This is an optimization exercise on Yosys and OpenROAD, whose aim is small area, a short achievable clock period and few clock cycles per item, not a production implementation.
Only simulation tests tie the RTL to the original design; equivalence was not proved.
No activity file was given, so power comes from the tool's default toggle rates.

===== design/flow/flow/run.sh =====
#!/bin/bash
# Layout flow: the standard layout (standard.sh), with two changes:
#  - synthesis without the full/half-adder extraction (ADDER_MAP_FILE empty),
#    so ABC maps the hand-built prefix adder itself;
#  - port buffers are buf_1 cells.
# Every register, its name and cell type are those of the standard synthesis.
set -euo pipefail
bash standard.sh ADDER_MAP_FILE= \
  'BUFFER_PORTS_ARGS=-buffer_cell sky130_fd_sc_hd__buf_1' \
  finish > flow_make.log 2>&1

===== design/flow/standard.sh =====
#!/bin/bash
# synth_recipe.tcl (not shown) runs the flow's synth.tcl, then flattens the netlist and writes it again
# the make line also repeats each setting of config.mk as NAME=value (left out here)
make -C /OpenROAD-flow-scripts/flow DESIGN_CONFIG=/design/flow/config.mk WORK_HOME=/design/flow/orfs CLKGATE_MAP_FILE= SYNTH_SCRIPT=/design/flow/synth_recipe.tcl "${@:-finish}"

===== design/flow/config.mk =====
export PLATFORM = sky130hd
export DESIGN_NAME = sc_reduce
export DESIGN_NICKNAME = sc_reduce
export VERILOG_FILES = /design/flow/design.v
export SDC_FILE = /design/flow/constraint.sdc
export NUM_CORES = 4
export LEC_CHECK = 0
export ABC_AREA = 1
export CAP_MARGIN = 20
export CORE_MARGIN = 2
export CORE_UTILIZATION = 40
export SLEW_MARGIN = 20

===== design/flow/constraint.sdc =====
create_clock -name core_clock -period 10.0 [get_ports {clk}]
set_input_delay 2.0000 -clock core_clock [delete_from_list [all_inputs] [get_ports {clk}]]
set_output_delay 2.0000 -clock core_clock [all_outputs]
set_load 0.01 [all_outputs]

===== design/flow/design.v =====
module sc_reduce (
    input  wire         clk,
    input  wire         rst,
    input  wire         in_valid,
    output wire         in_ready,
    input  wire [255:0] in_data,
    output wire         out_valid,
    input  wire         out_ready,
    output wire [255:0] out_data
);
    reg         v;       
    reg         fx;      
    reg [252:0] r;
    wire [3:0]   h  = in_data[255:252];
    wire [128:0] xl = fx ? r[128:0] : in_data[128:0];
    wire [122:0] xu = in_data[251:129] & {123{~fx}};
    reg  [128:0] th;     
    always @(*) begin
        case (h)
            4'd0: th = 129'h0;
            4'd1: th = 129'h14def9dea2f79cd65812631a5cf5d3ed;
            4'd2: th = 129'h29bdf3bd45ef39acb024c634b9eba7da;
            4'd3: th = 129'h3e9ced9be8e6d6830837294f16e17bc7;
            4'd4: th = 129'h537be77a8bde735960498c6973d74fb4;
            4'd5: th = 129'h685ae1592ed6102fb85bef83d0cd23a1;
            4'd6: th = 129'h7d39db37d1cdad06106e529e2dc2f78e;
            4'd7: th = 129'h9218d51674c549dc6880b5b88ab8cb7b;
            4'd8: th = 129'ha6f7cef517bce6b2c09318d2e7ae9f68;
            4'd9: th = 129'hbbd6c8d3bab4838918a57bed44a47355;
            4'd10: th = 129'hd0b5c2b25dac205f70b7df07a19a4742;
            4'd11: th = 129'he594bc9100a3bd35c8ca4221fe901b2f;
            4'd12: th = 129'hfa73b66fa39b5a0c20dca53c5b85ef1c;
            4'd13: th = 129'h10f52b04e4692f6e278ef0856b87bc309;
            4'd14: th = 129'h12431aa2ce98a93b8d1016b71157196f6;
            4'd15: th = 129'h13910a40b8c82308f2913ce8b72676ae3;
            default: th = 129'h0;
        endcase
    end
    wire [128:0] t = fx ? 129'h1eb2106215d086329a7ed9ce5a30a2c13 : th;    
    wire [128:0] d_g;
    wire [128:0] d_k;
    assign d_g = xl & ~t;   
    assign d_k = ~(xl ^ t);  
    wire d_G0_0 = d_g[3] | d_k[3] & (d_g[2] | d_k[2] & (d_g[1] | d_k[1] & (d_g[0])));
    wire d_P0_0 = d_k[3] & d_k[2] & d_k[1] & d_k[0];
    wire d_G1_0 = d_g[7] | d_k[7] & (d_g[6] | d_k[6] & (d_g[5] | d_k[5] & (d_g[4])));
    wire d_P1_0 = d_k[7] & d_k[6] & d_k[5] & d_k[4];
    wire d_G2_0 = d_g[11] | d_k[11] & (d_g[10] | d_k[10] & (d_g[9] | d_k[9] & (d_g[8])));
    wire d_P2_0 = d_k[11] & d_k[10] & d_k[9] & d_k[8];
    wire d_G3_0 = d_g[15] | d_k[15] & (d_g[14] | d_k[14] & (d_g[13] | d_k[13] & (d_g[12])));
    wire d_P3_0 = d_k[15] & d_k[14] & d_k[13] & d_k[12];
    wire d_G4_0 = d_g[19] | d_k[19] & (d_g[18] | d_k[18] & (d_g[17] | d_k[17] & (d_g[16])));
    wire d_P4_0 = d_k[19] & d_k[18] & d_k[17] & d_k[16];
    wire d_G5_0 = d_g[23] | d_k[23] & (d_g[22] | d_k[22] & (d_g[21] | d_k[21] & (d_g[20])));
    wire d_P5_0 = d_k[23] & d_k[22] & d_k[21] & d_k[20];
    wire d_G6_0 = d_g[27] | d_k[27] & (d_g[26] | d_k[26] & (d_g[25] | d_k[25] & (d_g[24])));
    wire d_P6_0 = d_k[27] & d_k[26] & d_k[25] & d_k[24];
    wire d_G7_0 = d_g[31] | d_k[31] & (d_g[30] | d_k[30] & (d_g[29] | d_k[29] & (d_g[28])));
    wire d_P7_0 = d_k[31] & d_k[30] & d_k[29] & d_k[28];
    wire d_G8_0 = d_g[35] | d_k[35] & (d_g[34] | d_k[34] & (d_g[33] | d_k[33] & (d_g[32])));
    wire d_P8_0 = d_k[35] & d_k[34] & d_k[33] & d_k[32];
    wire d_G9_0 = d_g[39] | d_k[39] & (d_g[38] | d_k[38] & (d_g[37] | d_k[37] & (d_g[36])));
    wire d_P9_0 = d_k[39] & d_k[38] & d_k[37] & d_k[36];
    wire d_G10_0 = d_g[43] | d_k[43] & (d_g[42] | d_k[42] & (d_g[41] | d_k[41] & (d_g[40])));
    wire d_P10_0 = d_k[43] & d_k[42] & d_k[41] & d_k[40];
    wire d_G11_0 = d_g[47] | d_k[47] & (d_g[46] | d_k[46] & (d_g[45] | d_k[45] & (d_g[44])));
    wire d_P11_0 = d_k[47] & d_k[46] & d_k[45] & d_k[44];
    wire d_G12_0 = d_g[51] | d_k[51] & (d_g[50] | d_k[50] & (d_g[49] | d_k[49] & (d_g[48])));
    wire d_P12_0 = d_k[51] & d_k[50] & d_k[49] & d_k[48];
    wire d_G13_0 = d_g[55] | d_k[55] & (d_g[54] | d_k[54] & (d_g[53] | d_k[53] & (d_g[52])));
    wire d_P13_0 = d_k[55] & d_k[54] & d_k[53] & d_k[52];
    wire d_G14_0 = d_g[59] | d_k[59] & (d_g[58] | d_k[58] & (d_g[57] | d_k[57] & (d_g[56])));
    wire d_P14_0 = d_k[59] & d_k[58] & d_k[57] & d_k[56];
    wire d_G15_0 = d_g[63] | d_k[63] & (d_g[62] | d_k[62] & (d_g[61] | d_k[61] & (d_g[60])));
    wire d_P15_0 = d_k[63] & d_k[62] & d_k[61] & d_k[60];
    wire d_G16_0 = d_g[67] | d_k[67] & (d_g[66] | d_k[66] & (d_g[65] | d_k[65] & (d_g[64])));
    wire d_P16_0 = d_k[67] & d_k[66] & d_k[65] & d_k[64];
    wire d_G17_0 = d_g[71] | d_k[71] & (d_g[70] | d_k[70] & (d_g[69] | d_k[69] & (d_g[68])));
    wire d_P17_0 = d_k[71] & d_k[70] & d_k[69] & d_k[68];
    wire d_G18_0 = d_g[75] | d_k[75] & (d_g[74] | d_k[74] & (d_g[73] | d_k[73] & (d_g[72])));
    wire d_P18_0 = d_k[75] & d_k[74] & d_k[73] & d_k[72];
    wire d_G19_0 = d_g[79] | d_k[79] & (d_g[78] | d_k[78] & (d_g[77] | d_k[77] & (d_g[76])));
    wire d_P19_0 = d_k[79] & d_k[78] & d_k[77] & d_k[76];
    wire d_G20_0 = d_g[83] | d_k[83] & (d_g[82] | d_k[82] & (d_g[81] | d_k[81] & (d_g[80])));
    wire d_P20_0 = d_k[83] & d_k[82] & d_k[81] & d_k[80];
    wire d_G21_0 = d_g[87] | d_k[87] & (d_g[86] | d_k[86] & (d_g[85] | d_k[85] & (d_g[84])));
    wire d_P21_0 = d_k[87] & d_k[86] & d_k[85] & d_k[84];
    wire d_G22_0 = d_g[91] | d_k[91] & (d_g[90] | d_k[90] & (d_g[89] | d_k[89] & (d_g[88])));
    wire d_P22_0 = d_k[91] & d_k[90] & d_k[89] & d_k[88];
    wire d_G23_0 = d_g[95] | d_k[95] & (d_g[94] | d_k[94] & (d_g[93] | d_k[93] & (d_g[92])));
    wire d_P23_0 = d_k[95] & d_k[94] & d_k[93] & d_k[92];
    wire d_G24_0 = d_g[99] | d_k[99] & (d_g[98] | d_k[98] & (d_g[97] | d_k[97] & (d_g[96])));
    wire d_P24_0 = d_k[99] & d_k[98] & d_k[97] & d_k[96];
    wire d_G25_0 = d_g[103] | d_k[103] & (d_g[102] | d_k[102] & (d_g[101] | d_k[101] & (d_g[100])));
    wire d_P25_0 = d_k[103] & d_k[102] & d_k[101] & d_k[100];
    wire d_G26_0 = d_g[107] | d_k[107] & (d_g[106] | d_k[106] & (d_g[105] | d_k[105] & (d_g[104])));
    wire d_P26_0 = d_k[107] & d_k[106] & d_k[105] & d_k[104];
    wire d_G27_0 = d_g[111] | d_k[111] & (d_g[110] | d_k[110] & (d_g[109] | d_k[109] & (d_g[108])));
    wire d_P27_0 = d_k[111] & d_k[110] & d_k[109] & d_k[108];
    wire d_G28_0 = d_g[115] | d_k[115] & (d_g[114] | d_k[114] & (d_g[113] | d_k[113] & (d_g[112])));
    wire d_P28_0 = d_k[115] & d_k[114] & d_k[113] & d_k[112];
    wire d_G29_0 = d_g[119] | d_k[119] & (d_g[118] | d_k[118] & (d_g[117] | d_k[117] & (d_g[116])));
    wire d_P29_0 = d_k[119] & d_k[118] & d_k[117] & d_k[116];
    wire d_G30_0 = d_g[123] | d_k[123] & (d_g[122] | d_k[122] & (d_g[121] | d_k[121] & (d_g[120])));
    wire d_P30_0 = d_k[123] & d_k[122] & d_k[121] & d_k[120];
    wire d_G31_0 = d_g[127] | d_k[127] & (d_g[126] | d_k[126] & (d_g[125] | d_k[125] & (d_g[124])));
    wire d_P31_0 = d_k[127] & d_k[126] & d_k[125] & d_k[124];
    wire d_G32_0 = d_g[128];
    wire d_P32_0 = d_k[128];
    wire d_C0 = d_G0_0 | d_P0_0;
    wire d_G1_1 = d_G1_0 | d_P1_0 & d_C0;
    wire d_G3_1 = d_G3_0 | d_P3_0 & d_G2_0;
    wire d_P3_1 = d_P3_0 & d_P2_0;
    wire d_G5_1 = d_G5_0 | d_P5_0 & d_G4_0;
    wire d_P5_1 = d_P5_0 & d_P4_0;
    wire d_G7_1 = d_G7_0 | d_P7_0 & d_G6_0;
    wire d_P7_1 = d_P7_0 & d_P6_0;
    wire d_G9_1 = d_G9_0 | d_P9_0 & d_G8_0;
    wire d_P9_1 = d_P9_0 & d_P8_0;
    wire d_G11_1 = d_G11_0 | d_P11_0 & d_G10_0;
    wire d_P11_1 = d_P11_0 & d_P10_0;
    wire d_G13_1 = d_G13_0 | d_P13_0 & d_G12_0;
    wire d_P13_1 = d_P13_0 & d_P12_0;
    wire d_G15_1 = d_G15_0 | d_P15_0 & d_G14_0;
    wire d_P15_1 = d_P15_0 & d_P14_0;
    wire d_G17_1 = d_G17_0 | d_P17_0 & d_G16_0;
    wire d_P17_1 = d_P17_0 & d_P16_0;
    wire d_G19_1 = d_G19_0 | d_P19_0 & d_G18_0;
    wire d_P19_1 = d_P19_0 & d_P18_0;
    wire d_G21_1 = d_G21_0 | d_P21_0 & d_G20_0;
    wire d_P21_1 = d_P21_0 & d_P20_0;
    wire d_G23_1 = d_G23_0 | d_P23_0 & d_G22_0;
    wire d_P23_1 = d_P23_0 & d_P22_0;
    wire d_G25_1 = d_G25_0 | d_P25_0 & d_G24_0;
    wire d_P25_1 = d_P25_0 & d_P24_0;
    wire d_G27_1 = d_G27_0 | d_P27_0 & d_G26_0;
    wire d_P27_1 = d_P27_0 & d_P26_0;
    wire d_G29_1 = d_G29_0 | d_P29_0 & d_G28_0;
    wire d_P29_1 = d_P29_0 & d_P28_0;
    wire d_G31_1 = d_G31_0 | d_P31_0 & d_G30_0;
    wire d_P31_1 = d_P31_0 & d_P30_0;
    wire d_G2_2 = d_G2_0 | d_P2_0 & d_G1_1;
    wire d_G3_2 = d_G3_1 | d_P3_1 & d_G1_1;
    wire d_G6_2 = d_G6_0 | d_P6_0 & d_G5_1;
    wire d_P6_2 = d_P6_0 & d_P5_1;
    wire d_G7_2 = d_G7_1 | d_P7_1 & d_G5_1;
    wire d_P7_2 = d_P7_1 & d_P5_1;
    wire d_G10_2 = d_G10_0 | d_P10_0 & d_G9_1;
    wire d_P10_2 = d_P10_0 & d_P9_1;
    wire d_G11_2 = d_G11_1 | d_P11_1 & d_G9_1;
    wire d_P11_2 = d_P11_1 & d_P9_1;
    wire d_G14_2 = d_G14_0 | d_P14_0 & d_G13_1;
    wire d_P14_2 = d_P14_0 & d_P13_1;
    wire d_G15_2 = d_G15_1 | d_P15_1 & d_G13_1;
    wire d_P15_2 = d_P15_1 & d_P13_1;
    wire d_G18_2 = d_G18_0 | d_P18_0 & d_G17_1;
    wire d_P18_2 = d_P18_0 & d_P17_1;
    wire d_G19_2 = d_G19_1 | d_P19_1 & d_G17_1;
    wire d_P19_2 = d_P19_1 & d_P17_1;
    wire d_G22_2 = d_G22_0 | d_P22_0 & d_G21_1;
    wire d_P22_2 = d_P22_0 & d_P21_1;
    wire d_G23_2 = d_G23_1 | d_P23_1 & d_G21_1;
    wire d_P23_2 = d_P23_1 & d_P21_1;
    wire d_G26_2 = d_G26_0 | d_P26_0 & d_G25_1;
    wire d_P26_2 = d_P26_0 & d_P25_1;
    wire d_G27_2 = d_G27_1 | d_P27_1 & d_G25_1;
    wire d_P27_2 = d_P27_1 & d_P25_1;
    wire d_G30_2 = d_G30_0 | d_P30_0 & d_G29_1;
    wire d_P30_2 = d_P30_0 & d_P29_1;
    wire d_G31_2 = d_G31_1 | d_P31_1 & d_G29_1;
    wire d_P31_2 = d_P31_1 & d_P29_1;
    wire d_G4_3 = d_G4_0 | d_P4_0 & d_G3_2;
    wire d_G5_3 = d_G5_1 | d_P5_1 & d_G3_2;
    wire d_G6_3 = d_G6_2 | d_P6_2 & d_G3_2;
    wire d_G7_3 = d_G7_2 | d_P7_2 & d_G3_2;
    wire d_G12_3 = d_G12_0 | d_P12_0 & d_G11_2;
    wire d_P12_3 = d_P12_0 & d_P11_2;
    wire d_G13_3 = d_G13_1 | d_P13_1 & d_G11_2;
    wire d_P13_3 = d_P13_1 & d_P11_2;
    wire d_G14_3 = d_G14_2 | d_P14_2 & d_G11_2;
    wire d_P14_3 = d_P14_2 & d_P11_2;
    wire d_G15_3 = d_G15_2 | d_P15_2 & d_G11_2;
    wire d_P15_3 = d_P15_2 & d_P11_2;
    wire d_G20_3 = d_G20_0 | d_P20_0 & d_G19_2;
    wire d_P20_3 = d_P20_0 & d_P19_2;
    wire d_G21_3 = d_G21_1 | d_P21_1 & d_G19_2;
    wire d_P21_3 = d_P21_1 & d_P19_2;
    wire d_G22_3 = d_G22_2 | d_P22_2 & d_G19_2;
    wire d_P22_3 = d_P22_2 & d_P19_2;
    wire d_G23_3 = d_G23_2 | d_P23_2 & d_G19_2;
    wire d_P23_3 = d_P23_2 & d_P19_2;
    wire d_G28_3 = d_G28_0 | d_P28_0 & d_G27_2;
    wire d_P28_3 = d_P28_0 & d_P27_2;
    wire d_G29_3 = d_G29_1 | d_P29_1 & d_G27_2;
    wire d_P29_3 = d_P29_1 & d_P27_2;
    wire d_G30_3 = d_G30_2 | d_P30_2 & d_G27_2;
    wire d_P30_3 = d_P30_2 & d_P27_2;
    wire d_G31_3 = d_G31_2 | d_P31_2 & d_G27_2;
    wire d_P31_3 = d_P31_2 & d_P27_2;
    wire d_G8_4 = d_G8_0 | d_P8_0 & d_G7_3;
    wire d_G9_4 = d_G9_1 | d_P9_1 & d_G7_3;
    wire d_G10_4 = d_G10_2 | d_P10_2 & d_G7_3;
    wire d_G11_4 = d_G11_2 | d_P11_2 & d_G7_3;
    wire d_G12_4 = d_G12_3 | d_P12_3 & d_G7_3;
    wire d_G13_4 = d_G13_3 | d_P13_3 & d_G7_3;
    wire d_G14_4 = d_G14_3 | d_P14_3 & d_G7_3;
    wire d_G15_4 = d_G15_3 | d_P15_3 & d_G7_3;
    wire d_G24_4 = d_G24_0 | d_P24_0 & d_G23_3;
    wire d_P24_4 = d_P24_0 & d_P23_3;
    wire d_G25_4 = d_G25_1 | d_P25_1 & d_G23_3;
    wire d_P25_4 = d_P25_1 & d_P23_3;
    wire d_G26_4 = d_G26_2 | d_P26_2 & d_G23_3;
    wire d_P26_4 = d_P26_2 & d_P23_3;
    wire d_G27_4 = d_G27_2 | d_P27_2 & d_G23_3;
    wire d_P27_4 = d_P27_2 & d_P23_3;
    wire d_G28_4 = d_G28_3 | d_P28_3 & d_G23_3;
    wire d_P28_4 = d_P28_3 & d_P23_3;
    wire d_G29_4 = d_G29_3 | d_P29_3 & d_G23_3;
    wire d_P29_4 = d_P29_3 & d_P23_3;
    wire d_G30_4 = d_G30_3 | d_P30_3 & d_G23_3;
    wire d_P30_4 = d_P30_3 & d_P23_3;
    wire d_G31_4 = d_G31_3 | d_P31_3 & d_G23_3;
    wire d_P31_4 = d_P31_3 & d_P23_3;
    wire d_G16_5 = d_G16_0 | d_P16_0 & d_G15_4;
    wire d_G17_5 = d_G17_1 | d_P17_1 & d_G15_4;
    wire d_G18_5 = d_G18_2 | d_P18_2 & d_G15_4;
    wire d_G19_5 = d_G19_2 | d_P19_2 & d_G15_4;
    wire d_G20_5 = d_G20_3 | d_P20_3 & d_G15_4;
    wire d_G21_5 = d_G21_3 | d_P21_3 & d_G15_4;
    wire d_G22_5 = d_G22_3 | d_P22_3 & d_G15_4;
    wire d_G23_5 = d_G23_3 | d_P23_3 & d_G15_4;
    wire d_G24_5 = d_G24_4 | d_P24_4 & d_G15_4;
    wire d_G25_5 = d_G25_4 | d_P25_4 & d_G15_4;
    wire d_G26_5 = d_G26_4 | d_P26_4 & d_G15_4;
    wire d_G27_5 = d_G27_4 | d_P27_4 & d_G15_4;
    wire d_G28_5 = d_G28_4 | d_P28_4 & d_G15_4;
    wire d_G29_5 = d_G29_4 | d_P29_4 & d_G15_4;
    wire d_G30_5 = d_G30_4 | d_P30_4 & d_G15_4;
    wire d_G31_5 = d_G31_4 | d_P31_4 & d_G15_4;
    wire d_G32_6 = d_G32_0 | d_P32_0 & d_G31_5;
    wire [129:0] d_c;
    assign d_c[0] = 1'b1;
    assign d_c[1] = d_g[0] | (d_k[0]) & 1'b1;
    assign d_c[2] = d_g[1] | d_k[1] & (d_g[0]) | (d_k[1] & d_k[0]) & 1'b1;
    assign d_c[3] = d_g[2] | d_k[2] & (d_g[1] | d_k[1] & (d_g[0])) | (d_k[2] & d_k[1] & d_k[0]) & 1'b1;
    assign d_c[4] = d_C0;
    assign d_c[5] = d_g[4] | (d_k[4]) & d_C0;
    assign d_c[6] = d_g[5] | d_k[5] & (d_g[4]) | (d_k[5] & d_k[4]) & d_C0;
    assign d_c[7] = d_g[6] | d_k[6] & (d_g[5] | d_k[5] & (d_g[4])) | (d_k[6] & d_k[5] & d_k[4]) & d_C0;
    assign d_c[8] = d_G1_1;
    assign d_c[9] = d_g[8] | (d_k[8]) & d_G1_1;
    assign d_c[10] = d_g[9] | d_k[9] & (d_g[8]) | (d_k[9] & d_k[8]) & d_G1_1;
    assign d_c[11] = d_g[10] | d_k[10] & (d_g[9] | d_k[9] & (d_g[8])) | (d_k[10] & d_k[9] & d_k[8]) & d_G1_1;
    assign d_c[12] = d_G2_2;
    assign d_c[13] = d_g[12] | (d_k[12]) & d_G2_2;
    assign d_c[14] = d_g[13] | d_k[13] & (d_g[12]) | (d_k[13] & d_k[12]) & d_G2_2;
    assign d_c[15] = d_g[14] | d_k[14] & (d_g[13] | d_k[13] & (d_g[12])) | (d_k[14] & d_k[13] & d_k[12]) & d_G2_2;
    assign d_c[16] = d_G3_2;
    assign d_c[17] = d_g[16] | (d_k[16]) & d_G3_2;
    assign d_c[18] = d_g[17] | d_k[17] & (d_g[16]) | (d_k[17] & d_k[16]) & d_G3_2;
    assign d_c[19] = d_g[18] | d_k[18] & (d_g[17] | d_k[17] & (d_g[16])) | (d_k[18] & d_k[17] & d_k[16]) & d_G3_2;
    assign d_c[20] = d_G4_3;
    assign d_c[21] = d_g[20] | (d_k[20]) & d_G4_3;
    assign d_c[22] = d_g[21] | d_k[21] & (d_g[20]) | (d_k[21] & d_k[20]) & d_G4_3;
    assign d_c[23] = d_g[22] | d_k[22] & (d_g[21] | d_k[21] & (d_g[20])) | (d_k[22] & d_k[21] & d_k[20]) & d_G4_3;
    assign d_c[24] = d_G5_3;
    assign d_c[25] = d_g[24] | (d_k[24]) & d_G5_3;
    assign d_c[26] = d_g[25] | d_k[25] & (d_g[24]) | (d_k[25] & d_k[24]) & d_G5_3;
    assign d_c[27] = d_g[26] | d_k[26] & (d_g[25] | d_k[25] & (d_g[24])) | (d_k[26] & d_k[25] & d_k[24]) & d_G5_3;
    assign d_c[28] = d_G6_3;
    assign d_c[29] = d_g[28] | (d_k[28]) & d_G6_3;
    assign d_c[30] = d_g[29] | d_k[29] & (d_g[28]) | (d_k[29] & d_k[28]) & d_G6_3;
    assign d_c[31] = d_g[30] | d_k[30] & (d_g[29] | d_k[29] & (d_g[28])) | (d_k[30] & d_k[29] & d_k[28]) & d_G6_3;
    assign d_c[32] = d_G7_3;
    assign d_c[33] = d_g[32] | (d_k[32]) & d_G7_3;
    assign d_c[34] = d_g[33] | d_k[33] & (d_g[32]) | (d_k[33] & d_k[32]) & d_G7_3;
    assign d_c[35] = d_g[34] | d_k[34] & (d_g[33] | d_k[33] & (d_g[32])) | (d_k[34] & d_k[33] & d_k[32]) & d_G7_3;
    assign d_c[36] = d_G8_4;
    assign d_c[37] = d_g[36] | (d_k[36]) & d_G8_4;
    assign d_c[38] = d_g[37] | d_k[37] & (d_g[36]) | (d_k[37] & d_k[36]) & d_G8_4;
    assign d_c[39] = d_g[38] | d_k[38] & (d_g[37] | d_k[37] & (d_g[36])) | (d_k[38] & d_k[37] & d_k[36]) & d_G8_4;
    assign d_c[40] = d_G9_4;
    assign d_c[41] = d_g[40] | (d_k[40]) & d_G9_4;
    assign d_c[42] = d_g[41] | d_k[41] & (d_g[40]) | (d_k[41] & d_k[40]) & d_G9_4;
    assign d_c[43] = d_g[42] | d_k[42] & (d_g[41] | d_k[41] & (d_g[40])) | (d_k[42] & d_k[41] & d_k[40]) & d_G9_4;
    assign d_c[44] = d_G10_4;
    assign d_c[45] = d_g[44] | (d_k[44]) & d_G10_4;
    assign d_c[46] = d_g[45] | d_k[45] & (d_g[44]) | (d_k[45] & d_k[44]) & d_G10_4;
    assign d_c[47] = d_g[46] | d_k[46] & (d_g[45] | d_k[45] & (d_g[44])) | (d_k[46] & d_k[45] & d_k[44]) & d_G10_4;
    assign d_c[48] = d_G11_4;
    assign d_c[49] = d_g[48] | (d_k[48]) & d_G11_4;
    assign d_c[50] = d_g[49] | d_k[49] & (d_g[48]) | (d_k[49] & d_k[48]) & d_G11_4;
    assign d_c[51] = d_g[50] | d_k[50] & (d_g[49] | d_k[49] & (d_g[48])) | (d_k[50] & d_k[49] & d_k[48]) & d_G11_4;
    assign d_c[52] = d_G12_4;
    assign d_c[53] = d_g[52] | (d_k[52]) & d_G12_4;
    assign d_c[54] = d_g[53] | d_k[53] & (d_g[52]) | (d_k[53] & d_k[52]) & d_G12_4;
    assign d_c[55] = d_g[54] | d_k[54] & (d_g[53] | d_k[53] & (d_g[52])) | (d_k[54] & d_k[53] & d_k[52]) & d_G12_4;
    assign d_c[56] = d_G13_4;
    assign d_c[57] = d_g[56] | (d_k[56]) & d_G13_4;
    assign d_c[58] = d_g[57] | d_k[57] & (d_g[56]) | (d_k[57] & d_k[56]) & d_G13_4;
    assign d_c[59] = d_g[58] | d_k[58] & (d_g[57] | d_k[57] & (d_g[56])) | (d_k[58] & d_k[57] & d_k[56]) & d_G13_4;
    assign d_c[60] = d_G14_4;
    assign d_c[61] = d_g[60] | (d_k[60]) & d_G14_4;
    assign d_c[62] = d_g[61] | d_k[61] & (d_g[60]) | (d_k[61] & d_k[60]) & d_G14_4;
    assign d_c[63] = d_g[62] | d_k[62] & (d_g[61] | d_k[61] & (d_g[60])) | (d_k[62] & d_k[61] & d_k[60]) & d_G14_4;
    assign d_c[64] = d_G15_4;
    assign d_c[65] = d_g[64] | (d_k[64]) & d_G15_4;
    assign d_c[66] = d_g[65] | d_k[65] & (d_g[64]) | (d_k[65] & d_k[64]) & d_G15_4;
    assign d_c[67] = d_g[66] | d_k[66] & (d_g[65] | d_k[65] & (d_g[64])) | (d_k[66] & d_k[65] & d_k[64]) & d_G15_4;
    assign d_c[68] = d_G16_5;
    assign d_c[69] = d_g[68] | (d_k[68]) & d_G16_5;
    assign d_c[70] = d_g[69] | d_k[69] & (d_g[68]) | (d_k[69] & d_k[68]) & d_G16_5;
    assign d_c[71] = d_g[70] | d_k[70] & (d_g[69] | d_k[69] & (d_g[68])) | (d_k[70] & d_k[69] & d_k[68]) & d_G16_5;
    assign d_c[72] = d_G17_5;
    assign d_c[73] = d_g[72] | (d_k[72]) & d_G17_5;
    assign d_c[74] = d_g[73] | d_k[73] & (d_g[72]) | (d_k[73] & d_k[72]) & d_G17_5;
    assign d_c[75] = d_g[74] | d_k[74] & (d_g[73] | d_k[73] & (d_g[72])) | (d_k[74] & d_k[73] & d_k[72]) & d_G17_5;
    assign d_c[76] = d_G18_5;
    assign d_c[77] = d_g[76] | (d_k[76]) & d_G18_5;
    assign d_c[78] = d_g[77] | d_k[77] & (d_g[76]) | (d_k[77] & d_k[76]) & d_G18_5;
    assign d_c[79] = d_g[78] | d_k[78] & (d_g[77] | d_k[77] & (d_g[76])) | (d_k[78] & d_k[77] & d_k[76]) & d_G18_5;
    assign d_c[80] = d_G19_5;
    assign d_c[81] = d_g[80] | (d_k[80]) & d_G19_5;
    assign d_c[82] = d_g[81] | d_k[81] & (d_g[80]) | (d_k[81] & d_k[80]) & d_G19_5;
    assign d_c[83] = d_g[82] | d_k[82] & (d_g[81] | d_k[81] & (d_g[80])) | (d_k[82] & d_k[81] & d_k[80]) & d_G19_5;
    assign d_c[84] = d_G20_5;
    assign d_c[85] = d_g[84] | (d_k[84]) & d_G20_5;
    assign d_c[86] = d_g[85] | d_k[85] & (d_g[84]) | (d_k[85] & d_k[84]) & d_G20_5;
    assign d_c[87] = d_g[86] | d_k[86] & (d_g[85] | d_k[85] & (d_g[84])) | (d_k[86] & d_k[85] & d_k[84]) & d_G20_5;
    assign d_c[88] = d_G21_5;
    assign d_c[89] = d_g[88] | (d_k[88]) & d_G21_5;
    assign d_c[90] = d_g[89] | d_k[89] & (d_g[88]) | (d_k[89] & d_k[88]) & d_G21_5;
    assign d_c[91] = d_g[90] | d_k[90] & (d_g[89] | d_k[89] & (d_g[88])) | (d_k[90] & d_k[89] & d_k[88]) & d_G21_5;
    assign d_c[92] = d_G22_5;
    assign d_c[93] = d_g[92] | (d_k[92]) & d_G22_5;
    assign d_c[94] = d_g[93] | d_k[93] & (d_g[92]) | (d_k[93] & d_k[92]) & d_G22_5;
    assign d_c[95] = d_g[94] | d_k[94] & (d_g[93] | d_k[93] & (d_g[92])) | (d_k[94] & d_k[93] & d_k[92]) & d_G22_5;
    assign d_c[96] = d_G23_5;
    assign d_c[97] = d_g[96] | (d_k[96]) & d_G23_5;
    assign d_c[98] = d_g[97] | d_k[97] & (d_g[96]) | (d_k[97] & d_k[96]) & d_G23_5;
    assign d_c[99] = d_g[98] | d_k[98] & (d_g[97] | d_k[97] & (d_g[96])) | (d_k[98] & d_k[97] & d_k[96]) & d_G23_5;
    assign d_c[100] = d_G24_5;
    assign d_c[101] = d_g[100] | (d_k[100]) & d_G24_5;
    assign d_c[102] = d_g[101] | d_k[101] & (d_g[100]) | (d_k[101] & d_k[100]) & d_G24_5;
    assign d_c[103] = d_g[102] | d_k[102] & (d_g[101] | d_k[101] & (d_g[100])) | (d_k[102] & d_k[101] & d_k[100]) & d_G24_5;
    assign d_c[104] = d_G25_5;
    assign d_c[105] = d_g[104] | (d_k[104]) & d_G25_5;
    assign d_c[106] = d_g[105] | d_k[105] & (d_g[104]) | (d_k[105] & d_k[104]) & d_G25_5;
    assign d_c[107] = d_g[106] | d_k[106] & (d_g[105] | d_k[105] & (d_g[104])) | (d_k[106] & d_k[105] & d_k[104]) & d_G25_5;
    assign d_c[108] = d_G26_5;
    assign d_c[109] = d_g[108] | (d_k[108]) & d_G26_5;
    assign d_c[110] = d_g[109] | d_k[109] & (d_g[108]) | (d_k[109] & d_k[108]) & d_G26_5;
    assign d_c[111] = d_g[110] | d_k[110] & (d_g[109] | d_k[109] & (d_g[108])) | (d_k[110] & d_k[109] & d_k[108]) & d_G26_5;
    assign d_c[112] = d_G27_5;
    assign d_c[113] = d_g[112] | (d_k[112]) & d_G27_5;
    assign d_c[114] = d_g[113] | d_k[113] & (d_g[112]) | (d_k[113] & d_k[112]) & d_G27_5;
    assign d_c[115] = d_g[114] | d_k[114] & (d_g[113] | d_k[113] & (d_g[112])) | (d_k[114] & d_k[113] & d_k[112]) & d_G27_5;
    assign d_c[116] = d_G28_5;
    assign d_c[117] = d_g[116] | (d_k[116]) & d_G28_5;
    assign d_c[118] = d_g[117] | d_k[117] & (d_g[116]) | (d_k[117] & d_k[116]) & d_G28_5;
    assign d_c[119] = d_g[118] | d_k[118] & (d_g[117] | d_k[117] & (d_g[116])) | (d_k[118] & d_k[117] & d_k[116]) & d_G28_5;
    assign d_c[120] = d_G29_5;
    assign d_c[121] = d_g[120] | (d_k[120]) & d_G29_5;
    assign d_c[122] = d_g[121] | d_k[121] & (d_g[120]) | (d_k[121] & d_k[120]) & d_G29_5;
    assign d_c[123] = d_g[122] | d_k[122] & (d_g[121] | d_k[121] & (d_g[120])) | (d_k[122] & d_k[121] & d_k[120]) & d_G29_5;
    assign d_c[124] = d_G30_5;
    assign d_c[125] = d_g[124] | (d_k[124]) & d_G30_5;
    assign d_c[126] = d_g[125] | d_k[125] & (d_g[124]) | (d_k[125] & d_k[124]) & d_G30_5;
    assign d_c[127] = d_g[126] | d_k[126] & (d_g[125] | d_k[125] & (d_g[124])) | (d_k[126] & d_k[125] & d_k[124]) & d_G30_5;
    assign d_c[128] = d_G31_5;
    assign d_c[129] = d_G32_6;
    wire [128:0] d_s = d_k ^ d_c[128:0];
    wire d_bo = ~d_c[129];
    wire [123:0] u_z;
    assign u_z[0] = 1'b1;
    wire u_B0_0 = ~|xu[3:0];
    wire u_B1_0 = ~|xu[7:4];
    wire u_B2_0 = ~|xu[11:8];
    wire u_B3_0 = ~|xu[15:12];
    wire u_B4_0 = ~|xu[19:16];
    wire u_B5_0 = ~|xu[23:20];
    wire u_B6_0 = ~|xu[27:24];
    wire u_B7_0 = ~|xu[31:28];
    wire u_B8_0 = ~|xu[35:32];
    wire u_B9_0 = ~|xu[39:36];
    wire u_B10_0 = ~|xu[43:40];
    wire u_B11_0 = ~|xu[47:44];
    wire u_B12_0 = ~|xu[51:48];
    wire u_B13_0 = ~|xu[55:52];
    wire u_B14_0 = ~|xu[59:56];
    wire u_B15_0 = ~|xu[63:60];
    wire u_B16_0 = ~|xu[67:64];
    wire u_B17_0 = ~|xu[71:68];
    wire u_B18_0 = ~|xu[75:72];
    wire u_B19_0 = ~|xu[79:76];
    wire u_B20_0 = ~|xu[83:80];
    wire u_B21_0 = ~|xu[87:84];
    wire u_B22_0 = ~|xu[91:88];
    wire u_B23_0 = ~|xu[95:92];
    wire u_B24_0 = ~|xu[99:96];
    wire u_B25_0 = ~|xu[103:100];
    wire u_B26_0 = ~|xu[107:104];
    wire u_B27_0 = ~|xu[111:108];
    wire u_B28_0 = ~|xu[115:112];
    wire u_B29_0 = ~|xu[119:116];
    wire u_B30_0 = ~|xu[122:120];
    wire u_B1_1 = u_B1_0 & u_B0_0;
    wire u_B3_1 = u_B3_0 & u_B2_0;
    wire u_B5_1 = u_B5_0 & u_B4_0;
    wire u_B7_1 = u_B7_0 & u_B6_0;
    wire u_B9_1 = u_B9_0 & u_B8_0;
    wire u_B11_1 = u_B11_0 & u_B10_0;
    wire u_B13_1 = u_B13_0 & u_B12_0;
    wire u_B15_1 = u_B15_0 & u_B14_0;
    wire u_B17_1 = u_B17_0 & u_B16_0;
    wire u_B19_1 = u_B19_0 & u_B18_0;
    wire u_B21_1 = u_B21_0 & u_B20_0;
    wire u_B23_1 = u_B23_0 & u_B22_0;
    wire u_B25_1 = u_B25_0 & u_B24_0;
    wire u_B27_1 = u_B27_0 & u_B26_0;
    wire u_B29_1 = u_B29_0 & u_B28_0;
    wire u_B2_2 = u_B2_0 & u_B1_1;
    wire u_B3_2 = u_B3_1 & u_B1_1;
    wire u_B6_2 = u_B6_0 & u_B5_1;
    wire u_B7_2 = u_B7_1 & u_B5_1;
    wire u_B10_2 = u_B10_0 & u_B9_1;
    wire u_B11_2 = u_B11_1 & u_B9_1;
    wire u_B14_2 = u_B14_0 & u_B13_1;
    wire u_B15_2 = u_B15_1 & u_B13_1;
    wire u_B18_2 = u_B18_0 & u_B17_1;
    wire u_B19_2 = u_B19_1 & u_B17_1;
    wire u_B22_2 = u_B22_0 & u_B21_1;
    wire u_B23_2 = u_B23_1 & u_B21_1;
    wire u_B26_2 = u_B26_0 & u_B25_1;
    wire u_B27_2 = u_B27_1 & u_B25_1;
    wire u_B30_2 = u_B30_0 & u_B29_1;
    wire u_B4_3 = u_B4_0 & u_B3_2;
    wire u_B5_3 = u_B5_1 & u_B3_2;
    wire u_B6_3 = u_B6_2 & u_B3_2;
    wire u_B7_3 = u_B7_2 & u_B3_2;
    wire u_B12_3 = u_B12_0 & u_B11_2;
    wire u_B13_3 = u_B13_1 & u_B11_2;
    wire u_B14_3 = u_B14_2 & u_B11_2;
    wire u_B15_3 = u_B15_2 & u_B11_2;
    wire u_B20_3 = u_B20_0 & u_B19_2;
    wire u_B21_3 = u_B21_1 & u_B19_2;
    wire u_B22_3 = u_B22_2 & u_B19_2;
    wire u_B23_3 = u_B23_2 & u_B19_2;
    wire u_B28_3 = u_B28_0 & u_B27_2;
    wire u_B29_3 = u_B29_1 & u_B27_2;
    wire u_B30_3 = u_B30_2 & u_B27_2;
    wire u_B8_4 = u_B8_0 & u_B7_3;
    wire u_B9_4 = u_B9_1 & u_B7_3;
    wire u_B10_4 = u_B10_2 & u_B7_3;
    wire u_B11_4 = u_B11_2 & u_B7_3;
    wire u_B12_4 = u_B12_3 & u_B7_3;
    wire u_B13_4 = u_B13_3 & u_B7_3;
    wire u_B14_4 = u_B14_3 & u_B7_3;
    wire u_B15_4 = u_B15_3 & u_B7_3;
    wire u_B24_4 = u_B24_0 & u_B23_3;
    wire u_B25_4 = u_B25_1 & u_B23_3;
    wire u_B26_4 = u_B26_2 & u_B23_3;
    wire u_B27_4 = u_B27_2 & u_B23_3;
    wire u_B28_4 = u_B28_3 & u_B23_3;
    wire u_B29_4 = u_B29_3 & u_B23_3;
    wire u_B30_4 = u_B30_3 & u_B23_3;
    wire u_B16_5 = u_B16_0 & u_B15_4;
    wire u_B17_5 = u_B17_1 & u_B15_4;
    wire u_B18_5 = u_B18_2 & u_B15_4;
    wire u_B19_5 = u_B19_2 & u_B15_4;
    wire u_B20_5 = u_B20_3 & u_B15_4;
    wire u_B21_5 = u_B21_3 & u_B15_4;
    wire u_B22_5 = u_B22_3 & u_B15_4;
    wire u_B23_5 = u_B23_3 & u_B15_4;
    wire u_B24_5 = u_B24_4 & u_B15_4;
    wire u_B25_5 = u_B25_4 & u_B15_4;
    wire u_B26_5 = u_B26_4 & u_B15_4;
    wire u_B27_5 = u_B27_4 & u_B15_4;
    wire u_B28_5 = u_B28_4 & u_B15_4;
    wire u_B29_5 = u_B29_4 & u_B15_4;
    wire u_B30_5 = u_B30_4 & u_B15_4;
    assign u_z[1] = ~|xu[0:0];
    assign u_z[2] = ~|xu[1:0];
    assign u_z[3] = ~|xu[2:0];
    assign u_z[4] = u_B0_0;
    assign u_z[5] = u_B0_0 & ~|xu[4:4];
    assign u_z[6] = u_B0_0 & ~|xu[5:4];
    assign u_z[7] = u_B0_0 & ~|xu[6:4];
    assign u_z[8] = u_B1_1;
    assign u_z[9] = u_B1_1 & ~|xu[8:8];
    assign u_z[10] = u_B1_1 & ~|xu[9:8];
    assign u_z[11] = u_B1_1 & ~|xu[10:8];
    assign u_z[12] = u_B2_2;
    assign u_z[13] = u_B2_2 & ~|xu[12:12];
    assign u_z[14] = u_B2_2 & ~|xu[13:12];
    assign u_z[15] = u_B2_2 & ~|xu[14:12];
    assign u_z[16] = u_B3_2;
    assign u_z[17] = u_B3_2 & ~|xu[16:16];
    assign u_z[18] = u_B3_2 & ~|xu[17:16];
    assign u_z[19] = u_B3_2 & ~|xu[18:16];
    assign u_z[20] = u_B4_3;
    assign u_z[21] = u_B4_3 & ~|xu[20:20];
    assign u_z[22] = u_B4_3 & ~|xu[21:20];
    assign u_z[23] = u_B4_3 & ~|xu[22:20];
    assign u_z[24] = u_B5_3;
    assign u_z[25] = u_B5_3 & ~|xu[24:24];
    assign u_z[26] = u_B5_3 & ~|xu[25:24];
    assign u_z[27] = u_B5_3 & ~|xu[26:24];
    assign u_z[28] = u_B6_3;
    assign u_z[29] = u_B6_3 & ~|xu[28:28];
    assign u_z[30] = u_B6_3 & ~|xu[29:28];
    assign u_z[31] = u_B6_3 & ~|xu[30:28];
    assign u_z[32] = u_B7_3;
    assign u_z[33] = u_B7_3 & ~|xu[32:32];
    assign u_z[34] = u_B7_3 & ~|xu[33:32];
    assign u_z[35] = u_B7_3 & ~|xu[34:32];
    assign u_z[36] = u_B8_4;
    assign u_z[37] = u_B8_4 & ~|xu[36:36];
    assign u_z[38] = u_B8_4 & ~|xu[37:36];
    assign u_z[39] = u_B8_4 & ~|xu[38:36];
    assign u_z[40] = u_B9_4;
    assign u_z[41] = u_B9_4 & ~|xu[40:40];
    assign u_z[42] = u_B9_4 & ~|xu[41:40];
    assign u_z[43] = u_B9_4 & ~|xu[42:40];
    assign u_z[44] = u_B10_4;
    assign u_z[45] = u_B10_4 & ~|xu[44:44];
    assign u_z[46] = u_B10_4 & ~|xu[45:44];
    assign u_z[47] = u_B10_4 & ~|xu[46:44];
    assign u_z[48] = u_B11_4;
    assign u_z[49] = u_B11_4 & ~|xu[48:48];
    assign u_z[50] = u_B11_4 & ~|xu[49:48];
    assign u_z[51] = u_B11_4 & ~|xu[50:48];
    assign u_z[52] = u_B12_4;
    assign u_z[53] = u_B12_4 & ~|xu[52:52];
    assign u_z[54] = u_B12_4 & ~|xu[53:52];
    assign u_z[55] = u_B12_4 & ~|xu[54:52];
    assign u_z[56] = u_B13_4;
    assign u_z[57] = u_B13_4 & ~|xu[56:56];
    assign u_z[58] = u_B13_4 & ~|xu[57:56];
    assign u_z[59] = u_B13_4 & ~|xu[58:56];
    assign u_z[60] = u_B14_4;
    assign u_z[61] = u_B14_4 & ~|xu[60:60];
    assign u_z[62] = u_B14_4 & ~|xu[61:60];
    assign u_z[63] = u_B14_4 & ~|xu[62:60];
    assign u_z[64] = u_B15_4;
    assign u_z[65] = u_B15_4 & ~|xu[64:64];
    assign u_z[66] = u_B15_4 & ~|xu[65:64];
    assign u_z[67] = u_B15_4 & ~|xu[66:64];
    assign u_z[68] = u_B16_5;
    assign u_z[69] = u_B16_5 & ~|xu[68:68];
    assign u_z[70] = u_B16_5 & ~|xu[69:68];
    assign u_z[71] = u_B16_5 & ~|xu[70:68];
    assign u_z[72] = u_B17_5;
    assign u_z[73] = u_B17_5 & ~|xu[72:72];
    assign u_z[74] = u_B17_5 & ~|xu[73:72];
    assign u_z[75] = u_B17_5 & ~|xu[74:72];
    assign u_z[76] = u_B18_5;
    assign u_z[77] = u_B18_5 & ~|xu[76:76];
    assign u_z[78] = u_B18_5 & ~|xu[77:76];
    assign u_z[79] = u_B18_5 & ~|xu[78:76];
    assign u_z[80] = u_B19_5;
    assign u_z[81] = u_B19_5 & ~|xu[80:80];
    assign u_z[82] = u_B19_5 & ~|xu[81:80];
    assign u_z[83] = u_B19_5 & ~|xu[82:80];
    assign u_z[84] = u_B20_5;
    assign u_z[85] = u_B20_5 & ~|xu[84:84];
    assign u_z[86] = u_B20_5 & ~|xu[85:84];
    assign u_z[87] = u_B20_5 & ~|xu[86:84];
    assign u_z[88] = u_B21_5;
    assign u_z[89] = u_B21_5 & ~|xu[88:88];
    assign u_z[90] = u_B21_5 & ~|xu[89:88];
    assign u_z[91] = u_B21_5 & ~|xu[90:88];
    assign u_z[92] = u_B22_5;
    assign u_z[93] = u_B22_5 & ~|xu[92:92];
    assign u_z[94] = u_B22_5 & ~|xu[93:92];
    assign u_z[95] = u_B22_5 & ~|xu[94:92];
    assign u_z[96] = u_B23_5;
    assign u_z[97] = u_B23_5 & ~|xu[96:96];
    assign u_z[98] = u_B23_5 & ~|xu[97:96];
    assign u_z[99] = u_B23_5 & ~|xu[98:96];
    assign u_z[100] = u_B24_5;
    assign u_z[101] = u_B24_5 & ~|xu[100:100];
    assign u_z[102] = u_B24_5 & ~|xu[101:100];
    assign u_z[103] = u_B24_5 & ~|xu[102:100];
    assign u_z[104] = u_B25_5;
    assign u_z[105] = u_B25_5 & ~|xu[104:104];
    assign u_z[106] = u_B25_5 & ~|xu[105:104];
    assign u_z[107] = u_B25_5 & ~|xu[106:104];
    assign u_z[108] = u_B26_5;
    assign u_z[109] = u_B26_5 & ~|xu[108:108];
    assign u_z[110] = u_B26_5 & ~|xu[109:108];
    assign u_z[111] = u_B26_5 & ~|xu[110:108];
    assign u_z[112] = u_B27_5;
    assign u_z[113] = u_B27_5 & ~|xu[112:112];
    assign u_z[114] = u_B27_5 & ~|xu[113:112];
    assign u_z[115] = u_B27_5 & ~|xu[114:112];
    assign u_z[116] = u_B28_5;
    assign u_z[117] = u_B28_5 & ~|xu[116:116];
    assign u_z[118] = u_B28_5 & ~|xu[117:116];
    assign u_z[119] = u_B28_5 & ~|xu[118:116];
    assign u_z[120] = u_B29_5;
    assign u_z[121] = u_B29_5 & ~|xu[120:120];
    assign u_z[122] = u_B29_5 & ~|xu[121:120];
    assign u_z[123] = u_B30_5;
    wire [122:0] xu_dec = xu ^ u_z[122:0];
    wire [252:0] res;
    assign res[128:0]   = d_s;
    assign res[251:129] = d_bo ? xu_dec : xu;
    assign res[252]     = fx & ~d_bo;
    wire neg = ~fx & d_bo & u_z[123];        
    wire adv = ~v | out_ready;
    assign in_ready  = adv & ~fx;
    assign out_valid = v;
    assign out_data  = {3'b000, r};
    always @(posedge clk) begin
        if (rst) begin
            v  <= 1'b0;
            fx <= 1'b0;
        end else if (fx) begin
            v  <= 1'b1;
            fx <= 1'b0;
        end else if (adv) begin
            v  <= in_valid & ~neg;
            fx <= in_valid & neg;
        end
        if (adv)
            r <= res;
    end
endmodule

==> results_dict.tcl, run 1 <==
set metrics [dict create \
    wl_per_cell_um 17.5 \
    cts_sinks 255 \
    ios 518 \
    syn_area_per_cell_um2 6.84 \
    hold_violations 0 \
    path_class "input pin to flop" \
    yosys_warnings 1 \
    critPathArrivalTime_ns 7.57 \
    die_y_um 231 \
    synth_top_family_by_area "simple AND/OR/NAND/NOR gates" \
    synth.distinct_cells 61 \
    htree_levels 2 \
    finClkSkew_ns 0.0141 \
    layout_min_cycle_time_ns 7.27 \
    rsz0062_at_grt "false" \
    worstMarginPinSlew_ns 1.01 \
    setup_viol 0 \
    post_drt_via_cell_ratio 4.97 \
    drv_slew 0 \
    root_buffer "clkbuf_16" \
    syn_inst 3003 \
    io_buffers 514 \
    grt_pass1_wl_um 107000 \
    postCtsSetupBuffers 0 \
    antenna_left 0 \
    clkSlewWorstSetupHoldPaths_ns 0.06 \
    synth_top_area_share 0.370 \
    cts.repair.resized 0 \
    drc 0 \
    status "timing/DRC/antenna clean" \
    grt_pass1_vias 18700 \
    synthTopCellsByArea "edfxtp_1 (37%), nand2_1 (21%), inv_1 (6.6%)" \
    antenna_found_initial 3 \
    cp-start-kind "input pin" \
    ys_seq_area_frac 0.372 \
    dr.pass1.iters 6 \
    synth_fa_ha_area_frac 0 \
    core_um2 51100 \
    finalPower_mw 3.73 \
    die-area_um2 53200 \
    synth_edf_count 253 \
    crit_fanout 61 \
    cts_buffer_depth 3 \
    slew_headroom 0.324 \
    grt_use_total 0.265 \
    postCtsHoldBufs 0 \
    insertion_delay_ns 0.55 \
    max_freq_mhz 138 \
    area_growth_syn_to_layout_pct 16.2 \
    synth_mux_area_frac 0.00828 \
    drt_iter0_drc 1509 \
    final_area_um2 23900 \
    start_util 0.402 \
    fillers 5459 \
    cp-end-kind "flop" \
    synth_top_cell_by_area "edfxtp_1" \
    postRouteWirelength_um 73200 \
    via_count 20800 \
    hpwl_um 57000 \
    synth-simple-area-share 0.373 \
    synthesis.area_um2 20500 \
    ys_ff_latch 255 \
    synth-compound-area-share 0.0815 \
    final.setup.tns_ns 0 \
    drive_gt1_frac 0.0599 \
    vdd_drop_max_mv 0.0983 \
    cts_buffers 34 \
    powerDensity_nw_per_um2 156 \
    ys.flop_type "edfxtp_1" \
    cellLeakagePower_nw 11.6 \
    fin_util 0.467 \
    placementRows 83 \
    drv_cap 0 \
    cts_tree "done" \
    async_flop_share 0 \
    period_share 0.727 \
    place_area_um2 22800 \
    routabilityCongestion 0.926 \
    globalRouteOverflowTotal 0 \
    fin_nets 3739 \
    min_path_type "flop to flop" \
    required_ns 10.30 \
    grt_max_degree 171 \
    die_x_um 231 \
    holdWs_ns 0.695 \
    synth_xor_area_frac 0.0609 \
]
## registers in the layout (all words and copies together) (netlist names)
signal / cells
v: 1
r: 253
fx: 1
## Yosys cell counts (36+ instances only)
library cell  instances
nand4_1              42
nand2_1            1174
a21oi_1              53
nand3_1             187
xor2_1              102
o21ai_0             129
nor2_1              220
edfxtp_1            253
buf_2                37
nor3_1               36
inv_2                39
o21ai_1              47
xnor2_1              41
inv_1               361
## layout make-up
class                   instances  area (um^2)  share of cell area
well taps                     680          851              0.0356
diodes                          2         5.00            0.000210
multi-input cells            2260        10800               0.452
repair buffers                523         2020              0.0847
clock inverters                19          155             0.00650
flip-flops and latches        255         7640               0.320
clock buffers                  42          881              0.0369
inverters                     405         1540              0.0645
## metal layers
layer	track usage	wire, um	up-vias
li1	-	-	10500
met1	0.338	30300	9327
met2	0.444	34200	794
met3	0.0488	5670	136
met4	0.106	3020	2
met5	0	13	-
## cells by family (layout without fill, tap and decap cells)
logic type	after synthesis	after routing
and+or+nand+nor	1799	1799
other	1	5
AOI/OAI and AO/OA	298	298
DFF	255	255
xor gates and xnor gates	143	143
muxes	17	17
buffers and inverters	490	989
## through the flow
step,setup WS [ns],std cells
after floorplan,1.90,3005
after global placement,2.29,4123
after detailed placement,2.15,4123
after CTS,2.73,4184
after global routing,2.24,4186
final,2.73,4186
## critical path, stage by stage
cell and delay, ns:
buf_1 0.70, nor2_1 0.07, nand2_1 0.50, nand2_1 0.30, inv_1 0.21, nand2_1 0.07, nand2_1 0.12, nand2_1 0.06
nand3_1 0.08, nand3_1 0.07, nand2_1 0.09, nor2_1 0.05, nor2_1 0.12, nand2_2 0.11, nand2_1 0.09, nand2_2 0.12
nand2_1 0.10, nand2_2 0.23, nand2_1 0.16, nand2_2 0.11, nand2_2 0.13, nand2_4 0.43, inv_2 0.88, buf_4 0.42
nand2_1 0.14, xor2_1 0.16
## worst paths after layout
path	start	endpoint	slack (ns)	depth (start not counted)
max	in_data[252]	r[137]	2.73	26
min	v	v	0.70	2
max reg2reg	fx	r[137]	3.70	25
min reg2reg	v	v	0.70	2
## report_power, final
| group | internal (mW) | leakage [nW] | switching, mW |
|---|---|---|---|
| Combinational | 0.315 | 8.42 | 0.704 |
| Sequential | 1.42 | 2.65 | 0.119 |
| Clock | 0.679 | 0.504 | 0.500 |
| Total | 2.41 | 11.6 | 1.32 |
## cells in the final DEF (no fill, tap or decap), types with 47 or more instances in the layout
| master | synthesis | final |
|---|---|---|
| nand2_1 | 1174 | 1173 |
| inv_1 | 361 | 361 |
| o21ai_0 | 129 | 129 |
| edfxtp_1 | 253 | 253 |
| xor2_1 | 102 | 102 |
| o21ai_1 | 47 | 47 |
| a21oi_1 | 53 | 53 |
| nor2_1 | 220 | 220 |
| nand3_1 | 187 | 187 |
| buf_1 | 2 | 514 |
Testbench counts, summed over its fixed seeds: cycles 1,608, values 1,600.
==> run 2: changes to the inputs <==
--- a/design/flow/config.mk
+++ b/design/flow/config.mk
@@ -11,2 +11,3 @@
 export CORE_UTILIZATION = 40
+export SETUP_SLACK_MARGIN = 5
 export SLEW_MARGIN = 20
==> results_dict.tcl, run 2 <==
set metrics [dict create \
    status "timing/DRC/antenna clean" \
    fillers 5274 \
    ys.flop_type "edfxtp_1" \
    layout_min_cycle_time_ns 4.86 \
    post-synth-top-count-cell "nand2_1" \
    max_freq_mhz 206 \
    min_path_type "flop to flop" \
    synth_top_cell_by_area "edfxtp_1" \
    die_y_um 231 \
    final.setup.tns_ns 0 \
    ys_top_cells_by_count "nand2_1 (1174), inv_1 (361), edfxtp_1 (253), nor2_1 (220), nand3_1 (187)" \
    slew_headroom 0.297 \
    largest_reg_flops 253 \
    synth_top_area_share 0.370 \
    synth_mux_area_frac 0.00828 \
    largest_register "r" \
    drive_gt1_frac 0.0952 \
    period_share 0.486 \
    dr.pass1.iters 9 \
    power_frac_clock 0.315 \
    layout_common_cells "nand2_1 (1136), buf_1 (510), inv_1 (359)" \
    insertedDiodeCount 0 \
    ios 518 \
    postRouteWirelength_um 76100 \
    synth-compound-area-share 0.0815 \
    hold_violations 0 \
    final_common_cell "nand2_1" \
    wl_per_cell_um 18.1 \
    timing.critical_path.max_delay_family "simple AND/OR/NAND/NOR gates" \
    rsz0062_at_grt "true" \
    slowest_stage "bufbuf_16" \
    via_count 21200 \
    synth_fa_ha_area_frac 0 \
    syn_area_per_cell_um2 6.84 \
    drt_iter0_drc 1678 \
    drv_cap 0 \
    globalRouteOverflowTotal 0 \
    synth_edf_count 253 \
    finClkSkew_ns 0.0191 \
    synth-simple-area-share 0.373 \
    cts_sinks 255 \
    start_util 0.402 \
    insertion_delay_ns 0.55 \
    required_ns 10.29 \
    combPwrFrac 0.284 \
    internal_power_mw 2.47 \
    cts_buffer_depth 3 \
    p_sw_mw 1.37 \
    drv_slew 0 \
    cts_tree "done" \
    hpwl_um 57500 \
    path_class "input pin to flop" \
    die_x_um 231 \
    setup_viol 0 \
    die-area_um2 53200 \
    grt_pass1_vias 19400 \
    drc 0 \
    grt_use_total 0.274 \
    fin_nets 3767 \
    finalPower_mw 3.84 \
    placed_cells 4125 \
    routabilityCongestion 0.926 \
    cts_buffers 34 \
    ys_seq_area_frac 0.372 \
    area_growth_syn_to_layout_pct 21.0 \
    async_flop_share 0 \
    io_buffers 514 \
    synthTopCellsByArea "edfxtp_1 (37%), nand2_1 (21%), inv_1 (6.6%)" \
    power_frac_seq 0.401 \
    htree_levels 2 \
    critPathArrivalTime_ns 5.15 \
    worstMarginPinSlew_ns 1.06 \
    syn_inst 3003 \
    ys_ff_latch 255 \
    grt_max_degree 131 \
    powerDensity_nw_per_um2 154 \
    cellLeakagePower_nw 11.9 \
    sw_frac_of_total 0.358 \
    path_common_cell "nand2_1" \
    synth_top_family_by_area "simple AND/OR/NAND/NOR gates" \
    vdd_drop_max_mv 0.121 \
    top_regs "r x253, fx x1, v x1" \
    cp_num_buf_inv 5 \
    placementRows 83 \
    cp-end-kind "flop" \
    slowest_delay_ns 0.34 \
    synth.distinct_cells 61 \
    clkSlewWorstSetupHoldPaths_ns 0.06 \
    post_drt_via_cell_ratio 5.03 \
    cp-start-kind "input pin" \
    finalNonFillerCells 4211 \
    synthesis.area_um2 20500 \
    antenna_left 0 \
    yosys_warnings 1 \
    root_buffer "clkbuf_16" \
    crit_fanout 21 \
    synth_xor_area_frac 0.0609 \
    antenna_found_initial 2 \
    grt_pass1_wl_um 112000 \
    core_um2 51100 \
]
## run 2: cell counts after synthesis
No cell type changed its count.
## run 2: final timing paths
check               start     end  slack, ns  cells after the start
max          in_data[255]  r[182]       5.14                     25
min                     v       v       0.76                      2
min reg2reg             v       v       0.76                      2
max reg2reg            fx  r[231]       5.35                     26
## run 2: through the flow
stage,hold slack [ns],instance area (um^2),util,setup slack (ns)
after global routing,0.798,24900,0.487,4.98
after floorplan,0.743,20600,-,5.21
after global placement,0.735,22900,0.447,2.82
final,0.759,24900,0.487,5.14
after CTS,0.762,24300,0.477,4.98
after detailed placement,0.741,22900,0.447,2.65
## run 2: layout make-up
| cell class | count | area (um^2) | area share |
|---|---|---|---|
| Timing Repair Buffer | 550 | 2420 | 0.0974 |
| Clock inverter | 17 | 154 | 0.00619 |
| Timing Repair inverter | 1 | 8.76 | 0.000352 |
| Tap cell | 680 | 851 | 0.0342 |
| Inverter | 405 | 1580 | 0.0636 |
| Multi-Input combinational cell | 2260 | 11300 | 0.455 |
| Sequential cell | 255 | 7640 | 0.307 |
| Clock buffer | 43 | 905 | 0.0364 |
## run 2: repair_timing
action / CTS / global route
buffers inserted: 11 / 10
hold buffers: 0 / 0
pin swaps: 5 / 18
resized for setup: 83 / 96
setup endpoints to repair: 220 / 170
endpoints found under the hold margin: 0 / 0
cloned: 2 / 3
## run 2: kinds of logic (layout without fill, tap and decap cells)
family	after synthesis	count (layout)
simple gates	1799	1799
mux	17	17
other cells	1	3
buf+inv	490	1016
xor+xnor	143	143
compound gates	298	298
flops	255	255
## run 2: worst min-delay path: stages (launching register included)
cell	delay, ns
dfxtp_1	0.37
a21oi_1	0.25
a21oi_1	0.09
## run 2: power groups by stage
stage                     logic (mW)  clock network (mW)  registers [mW]
after CTS                       1.06                1.23            1.54
after global routing            1.20                1.28            1.55
final                           1.09                1.21            1.54
after floorplan                0.558                   0            1.61
after detailed placement        1.01                   0            1.55
after global placement          1.01                   0            1.56
## run 2: routing by layer
| layer | routed length [um] | global-route usage |
|---|---|---|
| met5 | 14 | 0 |
| met4 | 2580 | 0.0915 |
| met3 | 5460 | 0.0458 |
| met1 | 31800 | 0.352 |
| met2 | 36300 | 0.468 |

-- what the ideal ports hide --
The flow's constraints put no driver on any port. The routed layouts listed below were extracted and timed again, unchanged, in two steps.
Step 1 assumes that a clkbuf_16 drives the clock port and a buf_2 every other input.
Step 2 moves the port delays by t, midway between the first and last clock arrival at a register: inputs arrive t later, outputs are due t later. That takes back most of the time a late clock gives input paths.
a / b / c = no drivers / after step 1 / after step 2; a / b = the first two.
run	shift t [ns]	setup WS [ns]	worst register clock-pin slew, ns	worst slew at a driven data input, ns	pins driven straight from the clock port
run 1	0.603	2.728 / 2.736 / 2.133	0.06 / 0.06	0.10	1
run 2	0.603	5.140 / 5.080 / 4.476	0.06 / 0.06	0.12	1
After both steps every run listed still meets setup and hold. For run 2, which loses most, drivers alone change the setup slack by -0.060 ns; drivers and shift together by -0.664 ns.
